Background: an optimization exercise with open tools, aiming at small area, a short achievable clock period and few clock cycles. Do not read the settings as production practice.
Function was checked by simulation only, so behaviour that the tests miss may differ from the original.
Power is estimated from default activity; no workload was simulated.

File: flow/run.sh
#!/bin/bash
# synth_recipe.tcl (not shown) runs the flow's synth.tcl, then flattens the netlist and writes it again
# the make line also repeats each setting of config.mk as NAME=value (left out here)
make -C /OpenROAD-flow-scripts/flow DESIGN_CONFIG=/design/flow/config.mk WORK_HOME=/design/flow/orfs CLKGATE_MAP_FILE= SYNTH_SCRIPT=/design/flow/synth_recipe.tcl finish
File: flow/config.mk
export PLATFORM = sky130hd
export DESIGN_NAME = scc_lnkdec
export DESIGN_NICKNAME = scc_lnkdec
export VERILOG_FILES = /design/flow/design.v
export SDC_FILE = /design/flow/constraint.sdc
export NUM_CORES = 4
export LEC_CHECK = 0
export ABC_CLOCK_PERIOD_IN_PS = 3000
export CAP_MARGIN = 20
export CORE_MARGIN = 2
export CORE_UTILIZATION = 40
export PLACE_DENSITY = 0.6
export SLEW_MARGIN = 20
File: flow/constraint.sdc
create_clock -name core_clock -period 10.0 [get_ports {clk}]
set_input_delay 2.0000 -clock core_clock [delete_from_list [all_inputs] [get_ports {clk}]]
set_output_delay 2.0000 -clock core_clock [all_outputs]
set_load 0.01 [all_outputs]
File: flow/design.v
module scc_lnkdec (
    input  wire        clk,
    input  wire        rst,
    input  wire        start,
    input  wire        use_crc,
    input  wire [31:0] rxlen,
    input  wire [31:0] explen,
    output wire        ready,
    output wire        done,
    output wire [31:0] nvalid,
    output wire [31:0] ninvalid,
    output wire [31:0] reclen,
    input  wire        in_valid,
    output wire        in_ready,
    input  wire [31:0] in_data,
    output wire        out_valid,
    input  wire        out_ready,
    output wire [31:0] out_data,
    output wire        vm_valid,
    input  wire        vm_ready,
    output wire [31:0] vm_data
);
    function [3:0] ham_dec(input [6:0] c);
        reg [2:0] s;
        reg [6:0] f;
        begin
            s[2] = c[6] ^ c[5] ^ c[3] ^ c[2];    
            s[1] = c[6] ^ c[4] ^ c[3] ^ c[1];    
            s[0] = c[5] ^ c[4] ^ c[3] ^ c[0];    
            case (s)
                3'd6:    f = 7'b1000000;
                3'd5:    f = 7'b0100000;
                3'd3:    f = 7'b0010000;
                3'd7:    f = 7'b0001000;
                default: f = 7'b0000000;
            endcase
            ham_dec = c[6:3] ^ f[6:3];
        end
    endfunction
    function [2:0] crc_rem(input [15:0] v);
        integer i;
        reg [15:0] w;
        begin
            w = v;
            for (i = 15; i >= 3; i = i - 1)
                if (w[i])
                    w[i -: 4] = w[i -: 4] ^ 4'b1011;
            crc_rem = w[2:0];
        end
    endfunction
    reg         busy;
    reg         ready_r;
    reg         done_r;
    reg         mode_crc;
    reg  [26:0] whi;          
    reg  [4:0]  wtl;          
    reg         wtl_p;        
    reg         more;         
    reg         lastw;        
    reg         in_rdy;
    reg  [5:0]  lft;          
    reg  [2:0]  ph;           
    reg  [34:0] aln;          
    reg  [2:0]  anc;          
    reg         av;
    reg  [11:0] pnd;          
    reg  [1:0]  pn;
    reg  [13:0] qd [0:3];     
    reg  [1:0]  qh;
    reg  [2:0]  qn;
    reg  [31:0] acc;          
    reg  [4:0]  ao;           
    reg  [31:0] ow;
    reg         ov;
    reg  [31:0] vm_r;
    reg         vv;
    reg  [31:0] kk;           
    reg         kz;           
    reg  [31:0] nvalid_r;
    reg  [31:0] ninvalid_r;
    reg  [31:0] reclen_r;
    assign ready    = ready_r;
    assign done     = done_r;
    assign nvalid   = nvalid_r;
    assign ninvalid = ninvalid_r;
    assign reclen   = reclen_r;
    assign in_ready = in_rdy;
    assign out_valid = ov;
    assign out_data = ow;
    assign vm_valid = vv;
    assign vm_data  = vm_r;
    wire accept = start && ready_r;
    wire fire   = in_valid && in_rdy;
    wire [40:0] s0x  = {lft, in_data, 3'b000};
    wire [40:0] s0sh = s0x >> ph;
    wire [5:0]  s0v  = (lastw && wtl_p) ? {1'b0, wtl} : 6'd32;
    wire [5:0]  s0t  = {3'b000, ph} + s0v;
    wire [2:0]  s0nc = (s0t >= 6'd35) ? 3'd5 : (s0t >= 6'd28) ? 3'd4 :
                       (s0t >= 6'd21) ? 3'd3 : (s0t >= 6'd14) ? 3'd2 :
                       (s0t >= 6'd7)  ? 3'd1 : 3'd0;
    wire [2:0]  ph_n = (ph >= 3'd3) ? ph - 3'd3 : ph + 3'd4;
    wire [3:0] n0 = ham_dec(aln[34:28]);
    wire [3:0] n1 = ham_dec(aln[27:21]);
    wire [3:0] n2 = ham_dec(aln[20:14]);
    wire [3:0] n3 = ham_dec(aln[13:7]);
    wire [3:0] n4 = ham_dec(aln[6:0]);
    wire [19:0] nw = {n0, n1, n2, n3, n4};
    reg  [31:0] seq;
    always @* begin
        case (pn)
            2'd0: seq = {nw, 12'd0};
            2'd1: seq = {pnd[11:8], nw, 8'd0};
            2'd2: seq = {pnd[11:4], nw, 4'd0};
            default: seq = {pnd, nw};
        endcase
    end
    wire [3:0]  s1t  = {2'b00, pn} + {1'b0, anc};
    wire [1:0]  s1m  = mode_crc ? ((s1t >= 4'd8) ? 2'd2 : (s1t >= 4'd4) ? 2'd1 : 2'd0) : 2'd2;
    wire        s1go = av && ({1'b0, qn} + {2'b00, s1m} <= 4'd4);
    wire        pass0 = (crc_rem(seq[31:16]) == 3'd0);
    wire        pass1 = (crc_rem(seq[15:0]) == 3'd0);
    wire [13:0] slot0 = mode_crc ? {pass0, seq[31:19]} : {1'b0, nw[19:7]};
    wire [13:0] slot1 = mode_crc ? {pass1, seq[15:3]}  : {1'b0, nw[6:0], anc, 3'b000};
    wire [13:0] e0 = qd[qh];
    wire [13:0] e1 = qd[qh + 2'd1];
    wire        q1 = (qn != 3'd0);
    wire        q2 = (qn >= 3'd2);
    wire        vm_ok = !vv || vm_ready;
    wire        ow_ok = !ov || out_ready;
    wire        in_end = !more && !av;        
    reg  [19:0] cd;           
    reg  [4:0]  cl;           
    reg         emit_vm;      
    reg         sel1;         
    reg  [1:0]  pop;
    reg  [1:0]  nfail;
    reg         fin;          
    reg         s2go;
    reg  [31:0] k_add;
    reg  [5:0]  tot;
    reg         need_ow;
    reg  [51:0] f;
    wire [4:0]  hl = {e1[5:3], 2'b00};    
    wire        ksmall = (kk[31:5] == 27'd0);
    always @* begin
        cd = 20'd0; cl = 5'd0; emit_vm = 1'b0; sel1 = 1'b0; pop = 2'd0; nfail = 2'd0;
        k_add = 32'd0;
        if (mode_crc) begin
            if (q1 && e0[13]) begin
                emit_vm = 1'b1; pop = 2'd1;
                cd = {e0[12:0], 7'd0}; cl = 5'd13;
                k_add = 32'd13;
            end else if (q2 && e1[13]) begin
                emit_vm = 1'b1; sel1 = 1'b1; pop = 2'd2; nfail = 2'd1;
                cd = {e1[12:0], 7'd0}; cl = 5'd13;
                k_add = 32'd26;
            end else if (q2) begin
                pop = 2'd2; nfail = 2'd2; k_add = 32'd26;
            end else if (q1) begin
                pop = 2'd1; nfail = 2'd1; k_add = 32'd13;
            end
            fin = in_end && (qn == {1'b0, pop});
        end else begin
            if (q2) begin
                pop = 2'd2;
                cd = {e0[12:0], e1[12:6]};
                cl = hl;
            end else if (in_end) begin
                cl = 5'd20;                   
            end
            if (ksmall && kk[4:0] < cl) begin
                cl = kk[4:0];
            end
            cd = cd & ~(20'hfffff >> cl);
            k_add = -{27'd0, cl};
            fin = ksmall && (kk[4:0] == cl);
        end
        tot = {1'b0, ao} + {1'b0, cl};
        need_ow = tot[5] || (fin && tot != 6'd0);
        s2go = (!emit_vm || vm_ok) && (!need_ow || ow_ok);
        f = {acc, 20'd0} | ({cd, 32'd0} >> ao);
    end
    wire        av_n   = fire || (av && !s1go);
    wire [2:0]  qn_n   = qn + ((s1go) ? {1'b0, s1m} : 3'd0) - ((s2go) ? {1'b0, pop} : 3'd0);
    wire        more_n = fire ? !lastw : more;
    wire        ov_n   = (busy && s2go && need_ow) || (ov && !out_ready);
    wire        vv_n   = (busy && s2go && emit_vm) || (vv && !vm_ready);
    wire [4:0]  ao_n   = (busy && s2go) ? ((!tot[5] && fin) ? 5'd0 : tot[4:0]) : ao;
    wire        kz_n   = mode_crc || kz || (s2go && fin);
    always @(posedge clk) begin
        if (rst) begin
            busy       <= 1'b0;
            ready_r    <= 1'b1;
            done_r     <= 1'b0;
            more       <= 1'b0;
            lastw      <= 1'b0;
            in_rdy     <= 1'b0;
            av         <= 1'b0;
            qn         <= 3'd0;
            ao         <= 5'd0;
            ov         <= 1'b0;
            vv         <= 1'b0;
            kz         <= 1'b1;
            nvalid_r   <= 32'd0;
            ninvalid_r <= 32'd0;
            reclen_r   <= 32'd0;
        end else begin
            done_r <= 1'b0;
            if (accept) begin
                busy       <= 1'b1;
                ready_r    <= 1'b0;
                mode_crc   <= use_crc;
                whi        <= rxlen[31:5];
                wtl        <= rxlen[4:0];
                wtl_p      <= (rxlen[4:0] != 5'd0);
                more       <= (rxlen != 32'd0);
                lastw      <= (rxlen[31:5] == 27'd0) ||
                              (rxlen[31:5] == 27'd1 && rxlen[4:0] == 5'd0);
                in_rdy     <= (rxlen != 32'd0);
                ph         <= 3'd0;
                pn         <= 2'd0;
                qh         <= 2'd0;
                acc        <= 32'd0;
                kk         <= use_crc ? 32'd0 : explen;
                kz         <= use_crc || (explen == 32'd0);
                nvalid_r   <= 32'd0;
                ninvalid_r <= 32'd0;
                reclen_r   <= use_crc ? 32'd0 : explen;
            end
            if (fire) begin
                aln  <= s0sh[34:0];
                anc  <= s0nc;
                lft  <= in_data[5:0];
                ph   <= ph_n;
                if (whi != 27'd0) begin
                    whi <= whi - 27'd1;
                end else begin
                    wtl_p <= 1'b0;
                end
                more  <= !lastw;
                lastw <= (whi == 27'd2 && !wtl_p) || (whi == 27'd1 && wtl_p);
            end
            av <= av_n;
            if (busy)
                in_rdy <= (fire ? !lastw : more) &&
                          (!av_n || ({1'b0, qn_n} + 4'd2 <= 4'd4));
            if (s1go) begin
                if (mode_crc) begin
                    if (s1t >= 4'd8) begin
                        pn <= s1t[1:0];
                    end else if (s1t >= 4'd4) begin
                        pnd <= seq[15:4];
                        pn  <= s1t[1:0];
                    end else begin
                        pnd <= seq[31:20];
                        pn  <= s1t[1:0];
                    end
                end
                if (s1m != 2'd0)
                    qd[qh + qn[1:0]] <= slot0;
                if (s1m == 2'd2)
                    qd[qh + qn[1:0] + 2'd1] <= slot1;
            end
            qn <= qn_n;
            if (ov && out_ready) ov <= 1'b0;
            if (vv && vm_ready)  vv <= 1'b0;
            if (busy && s2go) begin
                qh <= qh + pop;
                if (emit_vm) begin
                    vm_r     <= sel1 ? kk + 32'd13 : kk;
                    vv       <= 1'b1;
                    nvalid_r <= nvalid_r + 32'd1;
                    reclen_r <= reclen_r + 32'd13;
                end
                ninvalid_r <= ninvalid_r + {30'd0, nfail};
                kk <= kk + k_add;
                if (!mode_crc) kz <= fin || kz;
                if (tot[5]) begin
                    ow  <= f[51:20];
                    ov  <= 1'b1;
                    acc <= {f[19:0], 12'd0};
                    ao  <= tot[4:0];
                end else if (fin && tot != 6'd0) begin
                    ow  <= f[51:20];
                    ov  <= 1'b1;
                    acc <= 32'd0;
                    ao  <= 5'd0;
                end else begin
                    acc <= f[51:20];
                    ao  <= tot[4:0];
                end
            end
            if (busy && !more_n && !av_n && qn_n == 3'd0 && kz_n && ao_n == 5'd0 &&
                !ov_n && !vv_n) begin
                busy    <= 1'b0;
                ready_r <= 1'b1;
                done_r  <= 1'b1;
            end
        end
    end
endmodule
==> results of run 1 <==
## registers in the layout, summed over array words and instances, names as in the netlist, 3 cells and up, named ones only
signal and flops:
aln 35, whi 27, reclen_r 32, qn 3, vm_r 32, acc 32
ninvalid_r 32, nvalid_r 32, ao 5, anc 3, pnd 12, qd 56
ph 3, ow 32, lft 6, wtl 5, kk 32
## logic make-up after synthesis
logic type                 synth area share, %
AOI/OAI and AO/OA                        20.10
buffers and inverters                    3.796
adders and majority gates                3.482
DFF                                      38.00
and+or+nand+nor                          20.64
muxes                                    8.651
xor gates and xnor gates                 5.329
## worst min path at each step
| stage | slack, ps | start | depth (start not counted) | endpoint |
|---|---|---|---|---|
| 2_1_floorplan | 480 | kz | 2 | kz |
| 3_3_place_gp | 460 | ninvalid_r[31] | 2 | ninvalid_r[31] |
| 3_5_place_dp | 480 | ninvalid_r[0] | 2 | ninvalid_r[0] |
| 4_1_cts | 500 | ninvalid_r[0] | 2 | ninvalid_r[0] |
| 5_1_grt | 510 | ninvalid_r[0] | 2 | ninvalid_r[0] |
| 6_report | 490 | nvalid_r[31] | 2 | nvalid_r[31] |
## worst max-delay path, cell delays in order, from the launching register on
cell      delay (ps)
edfxtp_1         980
mux4_2           690
nand2_1          200
ha_1             280
o21a_4           130
o21ai_2          270
nand2_1          180
o21ai_0          370
o21ai_0          190
ha_1             350
a21oi_1          220
xnor2_1          130
nor4_1           330
nand2b_1         120
a31o_2           270
nand2_1           60
o21ai_0          100
a211oi_1         370
fa_1             500
fa_1             630
nand3_1           80
or3_1            300
nor4_1           200
nand4_1          160
nor2_1           130
nor2_1            60
o21a_1           130
## cell type report
cell class | count | area [µm²]
Antenna cell | 1 | 2.502
Clock buffer | 60 | 1225
Clock inverter | 23 | 259.0
Fill cell | 6677 | 36790
Inverter | 83 | 311.5
Multi-Input combinational cell | 2495 | 16540
Sequential cell | 397 | 10760
Tap cell | 940 | 1176
Timing Repair Buffer | 307 | 2970
## stage by stage
stage	cell area (µm²)	setup slack, ps	power, mW	std cells	utilization, %
6_report	33240	2458	5.890	4306	47.47
3_3_place_gp	31760	2582	4.164	4222	45.35
5_1_grt	33240	1765	6.215	4306	47.47
3_5_place_dp	31760	2436	4.200	4222	45.35
2_1_floorplan	28320	2518	3.601	3162	-
4_1_cts	33240	2410	5.908	4305	47.47
## layer usage
| metal | vias up | wire length [µm] |
|---|---|---|
| met3 | 151 | 4926 |
| met5 | - | 12 |
| met4 | 2 | 2661 |
| li1 | 12230 | - |
| met1 | 12400 | 38860 |
| met2 | 853 | 41730 |
## power by group
| group | switching (mW) | internal, mW |
|---|---|---|
| registers | 0.138 | 1.93 |
| clock network | 0.719 | 0.974 |
| logic | 1.28 | 0.856 |
## Yosys cell counts (all sizes together), types with 53 or more instances
| cell type | number |
|---|---|
| nor2 | 361 |
| nand2 | 301 |
| edfxtp | 281 |
| a21oi | 246 |
| o21ai | 228 |
| clkbuf | 137 |
| nand3 | 122 |
| dfxtp | 116 |
| nor3 | 100 |
| xnor2 | 92 |
| inv | 82 |
| and3 | 71 |
| ha | 66 |
| mux2i | 65 |
| xor2 | 62 |
| mux4 | 53 |
## placed cells by master, fill, tap and decap left out, drive strengths merged, types with 26 or more instances in the layout
master / netlist / final
a211oi: 34 / 34
a21o: 32 / 32
a21oi: 246 / 246
a22oi: 26 / 26
a31oi: 30 / 30
and2: 33 / 33
and3: 71 / 71
buf: 50 / 41
clkbuf: 137 / 60
clkdlybuf4s50: 0 / 266
dfxtp: 116 / 116
edfxtp: 281 / 281
ha: 66 / 66
inv: 82 / 83
mux2: 52 / 52
mux2i: 65 / 65
mux4: 53 / 53
nand2: 301 / 301
nand2b: 32 / 32
nand3: 122 / 122
nand4: 29 / 29
nor2: 361 / 361
nor3: 100 / 100
nor4: 48 / 48
o21ai: 228 / 228
xnor2: 92 / 92
xor2: 62 / 62
==> impl_metrics.csv, run 1 <==
group,metric,value,unit
synthesis,yosysSeqAreaShare,38.00,%
clock_tree,clock_latency,600,ps
power_and_ir_drop,p_leak,12.05,nW
setup_path,r2r_cells,26,
sta,fin_crit_sh,75.42,%
routing,ant_nets,0,
synthesis,avgSynthCellArea,8.955,µm²
setup_path,startpoint,"qh[0]",
grt,grt_use_met2,38.52,%
finish,area_delta_synth_final,17.39,%
synthesis,ys_types,107,
run_status,status,"finished clean",
clock_tree,path_clk_slew,70,ps
grt,antenna_found_initial,2,
clock_tree,cts_buffers,47,
setup_path,critPathMaxFanout,17,
routing,post_drt_wl_per_cell,20.48,µm
floorplanning,io_pins,268,
synthesis,async_reset_ff_share,0,%
clock_tree,clock_path_buffers,3,
setup_path,worstSetupEndpointType,"flop",
synthesis,synth-edff-count,281,
synthesis,yosysTopAreaCellShare,29.80,%
synthesis,synth.top_cells.by_area,"edfxtp_1, dfxtp_1, nor2_1",
placed_design,dp_hpwl,64870,µm
grt,busiest_layer,"met2",
synthesis,synth_fp_nets,3339,
sta,finalCriticalPeriod,7542,ps
placed_design,place.gp.congestion,0.9448,
clock_tree,cts_tree,"yes",
clock_tree,clock_sinks,397,
setup_path,crit_required,10490,ps
grt,grt-ovfl-total,0,
setup_path,arrival,8030,ps
routing,via_per_inst,5.953,
synthesis,synthFlopType,"edfxtp_1",
floorplanning,die-area,0.07294,mm²
grt,grt_pass1_vias,24400,
sta,hold_violations,0,
setup_path,rr_startpoint,"qh[0]",
sta,fin_setup_tns,0,ps
grt,gr-usage-met3,2.934,%
synthesis,yosys.area.top_type,"edfxtp_1",
floorplanning,die_x,270.1,µm
sta,fin_worst_skew,17.61,ps
clock_tree,cts-resized-gates,0,
floorplanning,die_h,270.1,µm
clock_tree,cts_setup_buffers,0,
power_and_ir_drop,vdd_ir_drop_max,0.1143,mV
sta,rsz0062_at_grt,"no",
grt,grt_pass1_wl,138000,µm
synthesis,synthesis.area,0.02832,mm²
finish,fin_nets,3508,
floorplanning,core-area,0.07003,mm²
sta,relSlewSlack,30.42,%
setup_path,endpoint,"busy",
grt,grt_max_degree,69,
routing,drtIter0Drc,2438,
flow_run,maxCapViolCount,0,
sta,tightest_slew,1041,ps
synthesis,syn_inst,3162,
sta,finalSetupViolCount,0,
setup_path,critical_path_class,"reg -> reg",
clock_tree,clock-root-buffer,"clkbuf_16",
floorplanning,fp-row-count,97,
setup_path,worstReg2RegEnd,"busy",
clock_tree,holdBufCountCts,0,
sta,timing.fmax,132.6,MHz
sta,hold_slack,493.7,ps
worst_hold_path,min_path_type,"reg -> reg",
routing,wirelength,88190,µm
power_and_ir_drop,p_per_area,177.2,mW/mm²
finish,drive_above_1_share,8.588,%
placed_design,io_buffer_count,267,
routing,vias,25640,
routing,dr.pass1.iters,7,
setup_path,ff2ff_setup_slack,2460,ps
synthesis,ys_ff_latch,397,
clock_tree,htreeDepth,2,
grt,track_usage,23.21,%
synthesis,synth-warning-count,1,
setup_path,cp-start-kind,"flop",
floorplanning,start_util,40.44,%
grt,met1_usage,31.45,%
sta,finalMaxSlewViolations,0,
routing,drc,0,
Testbench counts, summed over its fixed seeds: cycles 6,020.
==> inputs of run 2 (changes only) <==
--- a/flow/config.mk
+++ b/flow/config.mk
@@ -10,4 +10,5 @@
 export CORE_MARGIN = 2
 export CORE_UTILIZATION = 40
 export PLACE_DENSITY = 0.6
+export SETUP_SLACK_MARGIN = 5
 export SLEW_MARGIN = 20
==> run 2 against run 1 <==
Effect of this change: core utilization rose by 3.5 points; non-clock buffer count is 115 higher; die area unchanged; first-iteration DRC count is 12% higher; sequential share of layout area fell by 2.2 points; maximum frequency is 24% higher; sequential power hardly changed; critical endpoint unchanged.
==> impl_metrics.csv, run 2 <==
group,metric,value,unit
sta,rsz0062_at_grt,"yes",
sta,fin_setup_tns,0,ps
sta,tightest_slew,1050,ps
power_and_ir_drop,p_leak,13.06,nW
clock_tree,clock_latency,600,ps
floorplanning,die_h,270.1,µm
synthesis,ys_ff_latch,397,
synthesis,ys_types,107,
synthesis,synth-warning-count,1,
placed_design,place_ws,2815,ps
floorplanning,io_pins,268,
finish,final_cell_mix,"nor2_1, nand2_1, edfxtp_1",
synthesis,synth-edff-count,281,
grt,grt_pass1_wl,142500,µm
sta,finalSetupViolCount,0,
synthesis,synthFlopType,"edfxtp_1",
synthesis,syn_inst,3162,
setup_path,critical_path_class,"reg -> reg",
synthesis,yosysTopAreaCellShare,29.80,%
sta,relSlewSlack,30.01,%
routing,drc,0,
routing,via_per_inst,6.022,
finish,largest_reg_flops,56,
synthesis,synth_fp_nets,3339,
grt,grt-ovfl-total,0,
placed_design,io_buffer_count,267,
routing,wirelength,94810,µm
placed_design,place_area,0.03183,mm²
sta,finalCriticalPeriod,6070,ps
routing,post_drt_wl_per_cell,21.42,µm
finish,fin_nets,3628,
synthesis,synthesis.area,0.02832,mm²
setup_path,crit_required,10490,ps
synthesis,async_reset_ff_share,0,%
routing,vias,26660,
finish,area_delta_synth_final,25.98,%
grt,grt_max_degree,69,
synthesis,yosysSeqAreaShare,38.00,%
sta,layout_setup_ws,3930,ps
clock_tree,path_clk_slew,60,ps
clock_tree,htreeDepth,2,
clock_tree,cts_buffers,47,
synthesis,synth.top_cells.by_area,"edfxtp_1, dfxtp_1, nor2_1",
floorplanning,core-area,0.07003,mm²
finish,drive_above_1_share,16.00,%
synthesis,synthTopCellsByCount,"nor2_1, nand2_1, edfxtp_1",
finish,num_antenna_cells,0,
floorplanning,die_x,270.1,µm
routing,ant_nets,0,
grt,track_usage,23.87,%
finish,layoutNonFillerInstCount,4427,
placed_design,dp_hpwl,65420,µm
run_status,status,"finished clean",
clock_tree,clock_path_buffers,3,
sta,fin_worst_skew,23.72,ps
synthesis,avgSynthCellArea,8.955,µm²
setup_path,arrival,6560,ps
clock_tree,clock_sinks,397,
setup_path,cp-start-kind,"flop",
sta,timing.fmax,164.8,MHz
setup_path,critPathMaxFanout,11,
setup_path,worstSetupEndpointType,"flop",
power_and_ir_drop,vdd_ir_drop_max,0.1275,mV
clock_tree,clock-root-buffer,"clkbuf_16",
grt,antenna_found_initial,3,
finish,final_area,0.03567,mm²
routing,dr.pass1.iters,6,
sta,fin_crit_sh,60.70,%
floorplanning,fp-row-count,97,
finish,final_util,50.94,%
placed_design,place.gp.congestion,0.9358,
routing,drtIter0Drc,2729,
synthesis,yosysMostFrequentCell,"nor2_1",
flow_run,maxCapViolCount,0,
placed_design,dp.cells,4219,
sta,finalMaxSlewViolations,0,
worst_hold_path,min_path_type,"reg -> reg",
clock_tree,cts_tree,"yes",
floorplanning,die-area,0.07294,mm²
grt,grt_pass1_vias,25210,
synthesis,yosys.area.top_type,"edfxtp_1",
finish,fillers,6407,
power_and_ir_drop,p_per_area,181.5,mW/mm²
floorplanning,start_util,40.44,%
sta,hold_violations,0,
finish,final_common_cell,"nor2_1",
clock_tree,holdBufCountCts,0,
run 2: cell counts after synthesis:
No cell type changed its count.
run 2: report_power, final:
group | switching (mW) | internal [mW] | total [mW]
Clock | 0.725 | 1.05 | 1.77
Combinational | 1.50 | 1.13 | 2.63
Sequential | 0.140 | 1.93 | 2.07
run 2: cell families after synthesis:
| family | synth area share, % |
|---|---|
| compound gates | 20.10 |
| xor+xnor | 5.329 |
| fa+ha+maj | 3.482 |
| buf+inv | 3.796 |
| flops | 38.00 |
| mux | 8.651 |
| simple gates | 20.64 |
run 2: final timing paths:
check           from       to  slack [ps]  cells past startpoint
max reg2reg   kk[18]     busy        3930                     26
max           kk[18]     busy        3930                     26
min          ready_r  ready_r         500                      2
min reg2reg  ready_r  ready_r         500                      2
run 2: per-layer routing:
layer / track usage, % / wire length (µm)
met1: 32.01 / 40990
met5: 0 / 27
met2: 40.04 / 45000
met3: 2.729 / 5756
met4: 7.953 / 3040
run 2: worst max-delay path: stages (launching register included):
cell	delay [ps]
edfxtp_1	490
nor4_2	400
nand4_1	120
buf_4	190
or3_4	470
nor2_4	180
nand2_2	100
nor2_4	160
ha_1	240
a21o_1	170
a21oi_2	210
xnor2_2	100
nor4_2	350
nand2b_1	150
a31o_4	270
nand2_2	50
o21ai_2	70
a211oi_2	180
fa_1	470
fa_1	520
nand3_1	70
or3_1	320
nor4_2	150
nand4_1	170
nor2_2	160
nor2_2	50
o21a_1	130
run 2: through the flow:
| stage | hold slack (ps) | total power [mW] |
|---|---|---|
| 6_report | 498.0 | 6.474 |
| 5_1_grt | 536.3 | 6.783 |
| 4_1_cts | 494.1 | 6.178 |
| 3_5_place_dp | 480.2 | 4.227 |
| 3_3_place_gp | 464.5 | 4.189 |
| 2_1_floorplan | 477.1 | 3.623 |
run 2: what timing repair did:
action / 4_1_cts / 5_1_grt
pin swaps: 40 / 71
setup endpoints to repair: 358 / 318
cloned: 0 / 21
setup buffers: 44 / 58
endpoints found under the hold margin: 0 / 0
resized for setup: 82 / 188
run 2: final cells by class:
class	count	area, µm²	area share (%)
Clock inverter	28	285.3	0.7997
Inverter	83	317.8	0.8909
Sequential cell	397	10770	30.18
Tap cell	940	1176	3.297
Clock buffer	57	1295	3.630
Multi-Input combinational cell	2500	17540	49.17
Timing Repair Buffer	422	4292	12.03
==> inputs of run 3 (changes only) <==
--- a/flow/config.mk
+++ b/flow/config.mk
@@ -5,10 +5,8 @@
 export SDC_FILE = /design/flow/constraint.sdc
 export NUM_CORES = 4
 export LEC_CHECK = 0
-export ABC_CLOCK_PERIOD_IN_PS = 3000
 export CAP_MARGIN = 20
 export CORE_MARGIN = 2
 export CORE_UTILIZATION = 40
 export PLACE_DENSITY = 0.6
-export SETUP_SLACK_MARGIN = 5
 export SLEW_MARGIN = 20
==> run 3 against run 2 <==
Effect of this change: sequential cell count stayed put; first-iteration DRC count shrank 11%; combinational power decreased by 19%; count of clock-buffer cells in the layout is 3 higher; final cell count decreased by 2.7%; hold slack worse by 4.4 ps; clock skew down 6.1 ps; synthesized cell count stayed put; via count decreased by 3.8%; non-clock buffer count shrank 115; sequential share of layout area rose by 2.2 points; critical endpoint unchanged; largest cell class unchanged; largest power group unchanged.
==> impl_metrics.csv, run 3 <==
group,metric,value,unit
synthesis,synth_fp_nets,3339,
setup_path,ff2ff_setup_slack,2460,ps
clock_tree,clock_latency,600,ps
setup_path,path_buf_inv,0,
sta,fin_crit_sh,75.42,%
worst_hold_path,min_path_cells,2,
setup_path,cp_num_cells,26,
power_and_ir_drop,power.share.combinational,36.2,%
setup_path,worstReg2RegEnd,"busy",
sta,fin_worst_skew,17.61,ps
routing,via_per_inst,5.953,
synthesis,syn_inst,3162,
finish,largest_reg_flops,56,
floorplanning,core-area,0.07003,mm²
worst_hold_path,hold-path-endpoint,"nvalid_r[31]",
clock_tree,clock_path_buffers,3,
grt,grt-ovfl-total,0,
worst_hold_path,hold_path_startpoint,"nvalid_r[31]",
clock_tree,cts_buffers,47,
clock_tree,htreeDepth,2,
run_status,status,"finished clean",
clock_tree,cts_tree,"yes",
sta,timing.fmax,132.6,MHz
sta,tightest_slew,1041,ps
synthesis,async_reset_ff_share,0,%
setup_path,cpPeakStageDelay,980,ps
floorplanning,die-area,0.07294,mm²
setup_path,worstSetupEndpointType,"flop",
placed_design,place.gp.congestion,0.9448,
synthesis,synthFlopType,"edfxtp_1",
clock_tree,clock_sinks,397,
routing,vias,25640,
power_and_ir_drop,pwr-share-clk,28.7,%
finish,final_cell_mix,"nor2_1, nand2_1, edfxtp_1",
clock_tree,path_clk_slew,70,ps
placed_design,dp_hpwl,64870,µm
power_and_ir_drop,switching_share,36.21,%
floorplanning,start_util,40.44,%
worst_hold_path,min_path_type,"reg -> reg",
power_and_ir_drop,p_leak,12.05,nW
synthesis,ys_ff_latch,397,
clock_tree,cts_setup_buffers,0,
setup_path,rr_startpoint,"qh[0]",
routing,wirelength,88190,µm
grt,grt_max_degree,69,
setup_path,r2r_cells,26,
setup_path,critPathSlowestCell,"edfxtp_1",
flow_run,maxCapViolCount,0,
finish,area_delta_synth_final,17.39,%
power_and_ir_drop,p_int,3.757,mW
routing,drc,0,
grt,track_usage,23.21,%
sta,finalSetupViolCount,0,
synthesis,synth-warning-count,1,
routing,dr.pass1.iters,7,
setup_path,arrival,8030,ps
finish,fin_nets,3508,
setup_path,critical_path_class,"reg -> reg",
synthesis,ys_types,107,
synthesis,synthesis.area,0.02832,mm²
routing,drtIter0Drc,2438,
synthesis,synth.top_cells.by_area,"edfxtp_1, dfxtp_1, nor2_1",
power_and_ir_drop,p_per_area,177.2,mW/mm²
grt,grt_pass1_wl,138000,µm
synthesis,yosysTopAreaCellShare,29.80,%
floorplanning,die_h,270.1,µm
sta,rsz0062_at_grt,"no",
setup_path,critPathMaxFanout,17,
clock_tree,holdBufCountCts,0,
power_and_ir_drop,vdd_ir_drop_max,0.1143,mV
synthesis,synth-edff-count,281,
sta,relSlewSlack,30.42,%
floorplanning,io_pins,268,
finish,multi_input_area,0.01654,mm²
finish,final_common_cell,"nor2_1",
synthesis,synthTopCellsByCount,"nor2_1, nand2_1, edfxtp_1",
sta,fin_setup_tns,0,ps
power_and_ir_drop,p_seq_share,35.1,%
clock_tree,cts-resized-gates,0,
grt,antenna_found_initial,2,
sta,hold_violations,0,
sta,finalMaxSlewViolations,0,
finish,fillers,6677,
floorplanning,die_x,270.1,µm
grt,grt_pass1_vias,24400,
finish,drive_above_1_share,8.588,%
setup_path,cp-start-kind,"flop",
setup_path,crit_required,10490,ps
synthesis,avgSynthCellArea,8.955,µm²
placed_design,io_buffer_count,267,
synthesis,yosysMostFrequentCell,"nor2_1",
finish,final_util,47.47,%
synthesis,yosysSeqAreaShare,38.00,%
setup_path,cpLargestDelayFamily,"compound AO/OA/AOI/OAI gates",
clock_tree,clock-root-buffer,"clkbuf_16",
routing,ant_nets,0,
power_and_ir_drop,p_switching,2.133,mW
finish,seq_area,0.01076,mm²
sta,finalCriticalPeriod,7542,ps
synthesis,yosys.area.top_type,"edfxtp_1",
floorplanning,fp-row-count,97,
routing,post_drt_wl_per_cell,20.48,µm
run 3: final cells by class:
class / instances / area share, %
Antenna cell: 1 / 0.007528
Clock buffer: 60 / 3.685
Clock inverter: 23 / 0.7791
Inverter: 83 / 0.9372
Multi-Input combinational cell: 2495 / 49.75
Sequential cell: 397 / 32.37
Tap cell: 940 / 3.538
Timing Repair Buffer: 307 / 8.936
run 3: how the worst max path moves through the flow:
stage                     startpoint     end
after detailed placement       qh[0]    busy
after floorplan                qn[1]  acc[0]
final                          qh[0]    busy
after CTS                      qh[0]    busy
after global placement         qh[0]    busy
after global routing           qh[0]    busy
run 3: worst reg2reg max path: stages (launching register included):
cell      delay, ps
edfxtp_1        980
mux4_2          700
nand2_1         200
ha_1            280
o21a_4          130
o21ai_2         270
nand2_1         180
o21ai_0         370
o21ai_0         190
ha_1            350
a21oi_1         220
xnor2_1         130
nor4_1          330
nand2b_1        120
a31o_2          270
nand2_1          60
o21ai_0         100
a211oi_1        370
fa_1            500
fa_1            630
nand3_1          80
or3_1           300
nor4_1          200
nand4_1         160
nor2_1          130
nor2_1           60
o21a_1          130
run 3: metal layers:
layer / GRT usage, % / share of wire [%]
met2: 38.52 / 47
met4: 7.368 / 3.0
met3: 2.934 / 5.6
met1: 31.45 / 44
met5: 0 / 0.014
run 3: cells by family (layout without fill, tap and decap cells):
kind of cell | count (synthesis) | after routing | synth area share, %
buf+inv | 270 | 473 | 3.796
fa+ha+maj | 74 | 74 | 3.482
other cells | 0 | 1 | 0
simple gates | 1216 | 1216 | 20.64
xor+xnor | 159 | 159 | 5.329
compound gates | 876 | 876 | 20.10
flops | 397 | 397 | 38.00
mux | 170 | 170 | 8.651
run 3: stage by stage:
step | hold WS, ps | std cells | power [mW] | instance area, µm² | setup slack [ps]
finish | 493.7 | 4306 | 5.890 | 33240 | 2458
global placement | 463.0 | 4222 | 4.164 | 31760 | 2582
floorplan | 477.1 | 3162 | 3.601 | 28320 | 2518
detailed placement | 484.9 | 4222 | 4.200 | 31760 | 2436
global route | 505.1 | 4306 | 6.215 | 33240 | 1765
CTS | 496.1 | 4305 | 5.908 | 33240 | 2410
run 3: power by group through the flow:
stage | clock [mW] | combinational [mW] | sequential (mW)
floorplan | 0 | 1.56 | 2.05
global placement | 0 | 2.07 | 2.09
detailed placement | 0 | 2.10 | 2.10
CTS | 1.73 | 2.11 | 2.07
global route | 1.79 | 2.35 | 2.08
finish | 1.69 | 2.13 | 2.07

-- separate check: timing with driven ports --
The flow's constraints put no driver on any port. The routed layouts listed below were extracted and timed again, unchanged, in two steps. Step 1 sets driving cells, clkbuf_16 on the clock port and buf_2 on the other inputs (assumed; they add their load-dependent delay and slew). Step 2 times the ports against the registers' clock, not the clock port: input delays grow and output delays shrink by t, the midpoint of the rising clock arrivals with the driver on. a / b / c = ideal ports / drivers / drivers and shift; a / b = the first two.
run | shift t [ns] | setup slack, ns | worst setup path after step 2 | worst data-port slew with drivers (ns) | cell pins on the clock port's net
run 1 | 0.658 | 2.458 / 2.458 / 2.458 | register to register | 0.10 | 1
run 2 | 0.653 | 3.930 / 3.930 / 3.930 | register to register | 0.09 | 1
run 3 | 0.658 | 2.458 / 2.458 / 2.458 | register to register | 0.10 | 1
After both steps every run listed still meets setup and hold.
